This is an optimization exercise on Yosys and OpenROAD, whose aim is a short achievable clock period and few clock cycles, not a production implementation. Only simulation tests tie the RTL to the original design; equivalence was not proved. Power is estimated from default activity; no workload was simulated.

==> flow/design.v, too long to show whole: its modules and the start of the top module <==
// module rdt3_frame_decoder: 2013 lines
module rdt3_frame_decoder (
    input  wire        clk,
    input  wire        rst,
    input  wire        in_valid,
    output wire        in_ready,
    input  wire [31:0] in_data,
    input  wire [2:0]  in_nbytes,    
    input  wire        in_last,
    output reg         out_valid,
    input  wire        out_ready,
    output reg  [31:0] out_seq,
    output reg  [31:0] out_ack,
    output reg         out_is_ack,
    output reg  [31:0] out_digest,
    output reg  [31:0] out_crc,
    output reg         out_corrupt,
    output reg         out_malformed,
    output reg  [15:0] out_len,
    output reg  [15:0] out_poff,
    output reg  [15:0] out_plen
);
  // ...
==> flow/run.sh <==
#!/bin/bash
# synth_recipe.tcl (not shown) runs the flow's synth.tcl, then flattens the netlist and writes it again
# the make line also repeats each setting of config.mk as NAME=value (left out here)
make -C /OpenROAD-flow-scripts/flow DESIGN_CONFIG=/design/flow/config.mk WORK_HOME=/design/flow/orfs CLKGATE_MAP_FILE= SYNTH_SCRIPT=/design/flow/synth_recipe.tcl finish
==> flow/config.mk <==
export PLATFORM = sky130hd
export DESIGN_NAME = rdt3_frame_decoder
export DESIGN_NICKNAME = rdt3_frame_decoder
export VERILOG_FILES = /design/flow/design.v
export SDC_FILE = /design/flow/constraint.sdc
export NUM_CORES = 4
export LEC_CHECK = 0
export ABC_CLOCK_PERIOD_IN_PS = 1500
export CAP_MARGIN = 20
export CORE_MARGIN = 2
export CORE_UTILIZATION = 70
export CTS_CLUSTER_DIAMETER = 100
export CTS_CLUSTER_SIZE = 25
export SETUP_SLACK_MARGIN = 3.0
export SLEW_MARGIN = 20
==> flow/constraint.sdc <==
create_clock -name core_clock -period 5.0 [get_ports {clk}]
set_input_delay 1.0000 -clock core_clock [delete_from_list [all_inputs] [get_ports {clk}]]
set_output_delay 1.0000 -clock core_clock [all_outputs]
set_load 0.01 [all_outputs]
==> flow_summary.ini, run 1 <==
[run]
maxCapViolations = 0

[worst_setup_path]
reg2reg_to = pt1[1]
startpoint = n0[2]
crit_family = simple AND/OR/NAND/NOR gates
worstSetupPathType = reg2reg
max_stage_delay_ps = 380
crit_path_start_kind = flop
slowest_stage = dfxtp_4

[cells_and_area]
multi_input_area_share_pct = 36.1
seq_share_pct = 50.3
regArea_um2 = 66700

[clocking]
numCtsBuffers = 111
post_cts_buffers = 356
cts.root.buffer_cell = clkbuf_16

[synth]
synth_edf_count = 1616
synth.avg_cell_area_um2 = 12.5
synthAdderAreaFrac_pct = 7.93
synth_top_area_cell = edfxtp_1
synth_simple_gate_area_share_pct = 7.57
mappedNetlistArea_um2 = 114000
synthTopCellsByCount = 1616 x edfxtp_1, 1008 x xnor2_1, 887 x dfxtp_1

[floorplanning]
fp.dieH_um = 407

[status]
status = finished clean

[place]
port_buffers = 205
hpwl_mm = 184
place_ws_ps = 1170
dp.cells = 11100

[timing]
final.period_utilization_pct = 48.0

[pwr]
power_uw = 33500
Testbench counts, summed over its fixed seeds: cycles 70,368.
==> inputs of run 2 (changes only) <==
--- a/flow/design.v
+++ b/flow/design.v
@@ -1524,80 +1524,61 @@
         l0 <= in_last;
         d0 <= in_data;
         n0 <= in_nbytes;
     end
     reg        v1, l1;
     reg [31:0] d1;
     reg [2:0]  n1;
     reg [3:0]  lv1, pp1, dg1, mn1;
-    reg [15:0] pc1;           
-    reg [4:0]  pt1;           
     reg [3:0]  lv0, pp0, dg0, mn0;
     always @* begin
         for (j = 0; j < 4; j = j + 1) begin
             lv0[j] = (n0 > j);
             pp0[j] = lv0[j] & (d0[8*j +: 8] == 8'h7C);
             dg0[j] = lv0[j] & (d0[8*j+4 +: 4] == 4'h3) & (d0[8*j +: 4] <= 4'd9);
             mn0[j] = lv0[j] & (d0[8*j +: 8] == 8'h2D);
         end
     end
-    wire [3:0] pco3 = ones3(pp0[2:0]);
-    wire [4:0] pto  = ones4(pp0);
     always @(posedge clk) begin
         v1  <= v0 & ~rst;
         l1  <= l0;
         d1  <= d0;
         n1  <= n0;
         lv1 <= lv0;
         pp1 <= pp0;
         dg1 <= dg0;
         mn1 <= mn0;
-        pc1[3:0]   <= 4'b0001;
-        pc1[7:4]   <= {2'b00, pp0[0], ~pp0[0]};
-        pc1[11:8]  <= {1'b0, pp0[0] & pp0[1], pp0[0] ^ pp0[1], ~pp0[0] & ~pp0[1]};
-        pc1[15:12] <= pco3;
-        pt1        <= pto;
     end
     reg [4:0]  npo;           
     reg        oe;            
     reg [8:0]  bc;            
     reg        v2, l2, st2, four2;
     reg [31:0] md2;           
     reg [15:0] nib2;          
     reg [2:0]  n2;
     reg [8:0]  bc2;
     reg [15:0] isf2;          
     reg [3:0]  pay2, sep42, first2, dg2, mn2;
-    reg [15:0] pbe;           
-    reg [3:0]  pb4;           
+    reg [19:0] pbo;           
     reg [4:0]  npn;
     reg [15:0] isf1;
     reg [3:0]  pay1, sep41, first1;
-    integer a;
     always @* begin
+        pbo[4:0] = npo;
+        for (j = 1; j < 4; j = j + 1)
+            pbo[5*j +: 5] = pp1[j-1] ? {pbo[5*j-2] | pbo[5*j-1], pbo[5*j-3 -: 3], 1'b0}
+                                     : pbo[5*(j-1) +: 5];
+        npn = pp1[3] ? {pbo[18] | pbo[19], pbo[17:15], 1'b0} : pbo[19:15];
         for (j = 0; j < 4; j = j + 1) begin
-            for (f = 0; f < 4; f = f + 1) begin
-                pbe[4*j+f] = 1'b0;
-                for (a = 0; a <= f; a = a + 1)
-                    pbe[4*j+f] = pbe[4*j+f] | (npo[a] & pc1[4*j + f - a]);
-            end
-            pb4[j] = npo[4] | (npo[3] & ~pc1[4*j]) | (npo[2] & ~pc1[4*j] & ~pc1[4*j+1]) |
-                     (npo[1] & pc1[4*j+3]);
             for (f = 0; f < 4; f = f + 1)
-                isf1[4*j+f] = lv1[j] & ~pp1[j] & pbe[4*j+f];
-            pay1[j]  = lv1[j] & pb4[j];
-            sep41[j] = pp1[j] & pbe[4*j+3];
+                isf1[4*j+f] = lv1[j] & ~pp1[j] & pbo[5*j+f];
+            pay1[j]  = lv1[j] & pbo[5*j+4];
+            sep41[j] = pp1[j] & pbo[5*j+3];
         end
-        for (f = 0; f < 4; f = f + 1) begin
-            npn[f] = 1'b0;
-            for (a = 0; a <= f; a = a + 1)
-                npn[f] = npn[f] | (npo[a] & pt1[f - a]);
-        end
-        npn[4] = ~|npn[3:0];
         first1[0] = oe;
         first1[1] = pp1[0];
         first1[2] = pp1[1];
         first1[3] = pp1[2];
     end
     always @(posedge clk) begin
         if (rst) begin
             npo <= 5'b00001;
==> flow_summary.ini, run 2 <==
[status]
status = finished clean

[clocking]
cts_buffer_depth = 3
cts_max_level = 3
cts.root.buffer_cell = clkbuf_16
numCtsBuffers = 110
cts.sinks = 2491
path_clk_slew_ps = 100
clk_latency_ps = 810
tritoncts = yes

[drt]
ant_nets = 0
drt_iter0_drc = 8558
finalWirelength_mm = 278
drc = 0
wl_per_cell_um = 23.3
drtPass1Iterations = 11
viasPerCell = 6.00
via_count = 71400

[run]
maxCapViolations = 0

[cells_and_area]
final_common_cell = edfxtp_1
diodes = 0
layoutNonFillerInstCount = 11900
drive_above_1_share_pct = 19.0
area_delta_synth_final_pct = 16.0
top_register = h_rec
largestRegisters = h_rec (164), p_dig (118)
final_nets = 10200
final_cell_mix = 1616 x edfxtp_1, 800 x xnor2_1, 643 x dfxtp_1
fin_util_pct = 81.9
largest_reg_flops = 164

[synth]
async_flop_share_pct = 0
synth_warnings = 1
synth.avg_cell_area_um2 = 12.4
ys_seq_elements = 2491
synth_area_leaders = edfxtp_1 43%, dfxtp_1 15%, xnor2_1 7.7%
synthTopCellsByCount = 1616 x edfxtp_1, 996 x xnor2_1, 875 x dfxtp_1
synth_top_area_cell = edfxtp_1
synthDistinctLibCells = 89
synth_seq_area_share_pct = 58.1
synth_most_common_cell = edfxtp_1
synth_edf_count = 1616
syn_inst = 9125
ys.flop_type = edfxtp_1
synth.top_cell.area_share_pct = 42.7
mappedNetlistArea_um2 = 114000

[timing]
finalMaxSlewViolations = 0
fin_ws_ps = 2670
fin_skew_ps = 61.1
slew_headroom_pct = 27.3
hold_ws_ps = 322
period_minus_slack_ps = 2330
rsz0062_at_grt = yes
setup_viol = 0
hold_viol_final = 0
final.period_utilization_pct = 46.6
fmax_mhz = 430
worst_pin_slew_ps = 1090

[pwr]
p_seq_share_pct = 65.9
leakagePower_uw = 0.0507
internal-power_uw = 26500
clkPwrFrac_pct = 31.6
peakVddDrop_v = 0.000296
pwr-share-comb_pct = 2.5
switchingPower_uw = 6850
switching_share_pct = 20.5
power_uw = 33300
p_per_area_nw_per_um2 = 253

[floorplanning]
die_w_um = 407
rows = 147
die_area_um2 = 165000
fp.dieH_um = 407
core-area_um2 = 161000
initial_core_util_pct = 70.6
num_io_pins = 221

[min_path]
hold_class = reg2reg

[place]
port_buffers = 205
hpwl_mm = 181
dp.cells = 11000
place_congestion = 0.943
place_ws_ps = 1060

[worst_setup_path]
cp-end-kind = flop
worstSetupPathType = reg2reg
reg2reg_slack_ps = 2670
arrival_ps = 2850
worstPathMaxFanout = 3
required_ps = 5530
crit_path_start_kind = flop

[grt]
antenna_found_initial = 4
grt_pass1_wl_mm = 400
grt-ovfl-total = 0
grt_max_degree = 199
grt_pass1_vias = 68000
track_usage_pct = 31.7
## run 2: metrics by stage
stage	TNS (ps)	area [um2]
3_5_place_dp	0	117000
6_report	0	132000
2_1_floorplan	-4095980	114000
3_3_place_gp	0	117000
4_1_cts	0	127000
5_1_grt	0	132000
## run 2: worst max-delay path: stages (launching register included)
cell and delay [ps]:
edfxtp_1 450, buf_4 210, xnor2_2 260, xnor2_1 160, xnor2_1 680, xnor2_2 220
a21oi_2 90
## run 2: layout make-up
cell class / instances / area [um2]
clock inverters: 10 / 221
fillers: 8526 / 29200
inverters: 580 / 2190
flip-flops and latches: 2491 / 66400
multi-input cells: 5540 / 47400
repair buffers: 928 / 9700
well taps: 2160 / 2700
clock buffers: 197 / 3080
## run 2: path summary, 6_finish.rpt
path	start	end	depth (start not counted)
max	p_y[22]	u_y[2]	6
min	d1[10]	nib2[6]	0
max reg2reg	p_y[22]	u_y[2]	6
min reg2reg	d1[10]	nib2[6]	0
## run 2: per-layer routing
metal  GRT usage [%]  vias to the layer above  part of all wire (%)  wire (um)
li1                -                    32400                     -          -
met1            44.5                    35100                    40     110000
met2            51.7                     3298                    48     134000
met3            3.50                      631                   7.4      20600
met4            11.7                        4                   4.5      12500
met5               0                        -                 0.014         39
## run 2: repair_timing
| action | in CTS | in global routing |
|---|---|---|
| buffers inserted | 336 | 272 |
| hold buffers | 0 | 0 |
| pin swaps | 119 | 193 |
| hold endpoints to repair | 0 | 0 |
| gates cloned | 17 | 31 |
| gates resized for setup | 1505 | 414 |
| endpoints found under the setup margin | 2502 | 1432 |
## run 2: logic make-up (layout without fill, tap and decap cells)
| logic type | count (synthesis) | in the layout | share of synthesized area (%) |
|---|---|---|---|
| other cells | 1 | 15 | 0.00330 |
| simple gates | 1815 | 1815 | 7.56 |
| xor+xnor | 1477 | 1477 | 11.8 |
| fa+ha+maj | 532 | 532 | 7.91 |
| buf+inv | 1108 | 1715 | 3.84 |
| mux | 188 | 188 | 1.69 |
| compound gates | 1513 | 1513 | 9.04 |
| flops | 2491 | 2491 | 58.1 |
## run 2: power by group through the flow
stage	clock [uW]	sequential, uW	combinational [uW]
final	10500	22000	832
after global routing	11300	22000	889
after CTS	10600	22000	749
after detailed placement	0	22500	660
after global placement	0	22400	640
after floorplan	0	22400	473
Testbench counts of run 2, summed over its fixed seeds: cycles 70,368.
==> inputs of run 3 (changes only) <==
--- a/flow/config.mk
+++ b/flow/config.mk
@@ -8,7 +8,7 @@
 export ABC_CLOCK_PERIOD_IN_PS = 1500
 export CAP_MARGIN = 20
 export CORE_MARGIN = 2
-export CORE_UTILIZATION = 70
+export CORE_UTILIZATION = 75
 export CTS_CLUSTER_DIAMETER = 100
 export CTS_CLUSTER_SIZE = 25
 export SETUP_SLACK_MARGIN = 3.0
==> flow_summary.ini, run 3 <==
[status]
status = finished clean

[timing]
worst_pin_slew_ps = 990
period_minus_slack_ps = 2390
fmax_mhz = 418
setup_viol = 0
fin_ws_ps = 2610
setup_tns_ps = 0
rsz0062_at_grt = yes
fin_skew_ps = 74.2
hold_viol_final = 0
finalMaxSlewViolations = 0
final.period_utilization_pct = 47.9
slew_headroom_pct = 34.0

[clocking]
cts.root.buffer_cell = clkbuf_16
cts.sinks = 2491
tritoncts = yes
clk_latency_ps = 840
numCtsBuffers = 111
cts_max_level = 3
path_clk_slew_ps = 100
cts.hold.buffers_added = 0
cts_buffer_depth = 3

[synth]
synth.top_cell.area_share_pct = 42.7
synth_most_common_cell = edfxtp_1
synthMuxAreaShare_pct = 1.69
synthAdderAreaFrac_pct = 7.91
synthTopCellsByCount = 1616 x edfxtp_1, 996 x xnor2_1, 875 x dfxtp_1
syn_inst = 9125
synth_area_leaders = edfxtp_1 43%, dfxtp_1 15%, xnor2_1 7.7%
synth-xor-area-share_pct = 11.8
ys.flop_type = edfxtp_1
synth_seq_area_share_pct = 58.1
synth_compound_area_share_pct = 9.04
synth.avg_cell_area_um2 = 12.4
ys_seq_elements = 2491
synth_simple_gate_area_share_pct = 7.56
synth_edf_count = 1616
synth_top_area_cell = edfxtp_1
synth_warnings = 1
synthDistinctLibCells = 89
synth_top_family_by_area = XOR/XNOR gates
async_flop_share_pct = 0
mappedNetlistArea_um2 = 114000

[grt]
track_usage_pct = 35.8
grt_pass1_vias = 71000
grt_pass1_wl_mm = 418
antenna_found_initial = 5
grt_max_degree = 199
grt-ovfl-total = 0

[floorplanning]
fp.dieH_um = 393
initial_core_util_pct = 75.7
rows = 142
die_area_um2 = 155000
core-area_um2 = 150000
num_io_pins = 221
die_w_um = 393

[drt]
wl_met1_mm = 111
wl_per_cell_um = 26.6
routed-wl-met2_mm = 153
drtPass1Iterations = 13
highest_layer = met4
viasPerCell = 6.46
wl_met3_mm = 30.7
via_count = 76400
finalWirelength_mm = 315
drc = 0
drt_iter0_drc = 11100
ant_nets = 0

[pwr]
peakVddDrop_v = 0.000357
p_per_area_nw_per_um2 = 254
leakagePower_uw = 0.0511
p_seq_share_pct = 65.2
switching_share_pct = 21.0
switchingPower_uw = 7090
pwr-share-comb_pct = 2.6
internal-power_uw = 26600
clkPwrFrac_pct = 32.2

[cells_and_area]
final_nets = 10300
area_delta_synth_final_pct = 16.7
fin_util_pct = 88.3
final_cell_mix = 1616 x edfxtp_1, 825 x xnor2_1, 641 x dfxtp_1
finalInstanceArea_um2 = 133000
largest_reg_flops = 164
layoutNonFillerInstCount = 11800
final_common_cell = edfxtp_1
top_register = h_rec
drive_above_1_share_pct = 19.6
largestRegisters = h_rec (164), p_dig (118)

[worst_setup_path]
cp-end-kind = flop
max_stage_delay_ps = 400
crit_family = simple AND/OR/NAND/NOR gates
worstPathCellList = nand2_2 > nor2_4 > nand2_4 > ha_4 > inv_2 > fa_2 > xor2_1 > or3_1 > a21oi_2 > buf_4 > nand2_1
crit_path_start_kind = flop
arrival_ps = 3100
slowest_stage = dfxtp_4
required_ps = 5710
worstPathMaxFanout = 3
worstSetupPathType = reg2reg
cp.depth = 11
path_buf_inv = 2
reg2reg_slack_ps = 2610
reg2regPathDepth = 11

[place]
dp.cells = 10900
port_buffers = 205
hpwl_mm = 181
placed_cell_area_um2 = 117000
place_ws_ps = 1250
place_congestion = 0.957

[run]
maxCapViolations = 0

[min_path]
holdPathStages = 0
hold_class = reg2reg
-- run 3: power by group through the flow --
stage,clock (uW),combinational [uW],sequential [uW]
5_1_grt,11400,910,22000
3_5_place_dp,0,657,22500
6_report,10900,860,22000
2_1_floorplan,0,473,22400
4_1_cts,10700,748,22000
3_3_place_gp,0,633,22400
-- run 3: repair_timing --
item,4_1_cts,5_1_grt
resized for setup,1468,493
pin swaps,106,167
setup buffers,390,248
cloned,24,60
setup endpoints to repair,2537,1657
-- run 3: cells by family (layout without fill, tap and decap cells) --
family | count (synthesis) | in the layout
flip-flops | 2491 | 2491
AND/OR/NAND/NOR | 1815 | 1815
AO/OA/AOI/OAI | 1513 | 1513
XOR/XNOR | 1477 | 1477
buffers and inverters | 1108 | 1777
adder cells (fa/ha/maj) | 532 | 532
multiplexers | 188 | 188
other | 1 | 18
-- run 3: layout make-up --
cell class / count / area [um2]
inverters: 580 / 2180
clock inverters: 11 / 214
fillers: 6072 / 17600
well taps: 2016 / 2520
diodes: 3 / 7.51
flip-flops and latches: 2491 / 66400
repair buffers: 986 / 10800
multi-input cells: 5540 / 47200
clock buffers: 200 / 3140
-- run 3: metrics by stage --
| stage | hold slack [ps] | total power (uW) |
|---|---|---|
| after floorplan | 310 | 22800 |
| after global placement | 310 | 23100 |
| after detailed placement | 312 | 23100 |
| after CTS | 330 | 33400 |
| after global routing | 336 | 34300 |
| final | 330 | 33700 |
-- run 3: worst paths after layout --
check / from / endpoint
setup / recovery: in_ready_r / occ_lt0
hold / removal: mn1[1] / mn2[1]
setup reg to reg: in_ready_r / occ_lt0
hold reg to reg: mn1[1] / mn2[1]
-- run 3: layer usage --
layer  vias up  track usage (%)
li1      32500                -
met1     37100             48.1
met2      5408             59.4
met3      1374             4.54
met4         0             15.2
met5         -                0

## separate check: timing with driven ports
The flow's constraints put no driver on any port. The routed layouts listed below were extracted and timed again, unchanged, in two steps.
Step 1 (the two cells are an assumption about what drives the block):
set clk [get_ports {clk}]
set_driving_cell -lib_cell sky130_fd_sc_hd__clkbuf_16 $clk
set_driving_cell -lib_cell sky130_fd_sc_hd__buf_2 [delete_from_list [all_inputs] $clk]
Step 2 times the ports against the registers' clock, not the clock port: input delays grow and output delays shrink by t, the midpoint of the rising clock arrivals with the driver on.
a / b / c = ideal / step 1 / step 2; a / b = the first two.
| run | t, ns | setup WS [ns] | worst hold slack (ns) |
|---|---|---|---|
| run 1 | 0.866 | 2.601 / 2.555 / 1.689 | 0.333 / 0.333 / 0.333 |
| run 2 | 0.871 | 2.672 / 2.602 / 1.950 | 0.322 / 0.322 / 0.322 |
| run 3 | 0.887 | 2.606 / 2.539 / 1.705 | 0.330 / 0.330 / 0.330 |
After both steps every run listed still meets setup and hold. For run 1, which loses most, drivers alone change the setup slack by -0.046 ns; drivers and shift together by -0.912 ns.
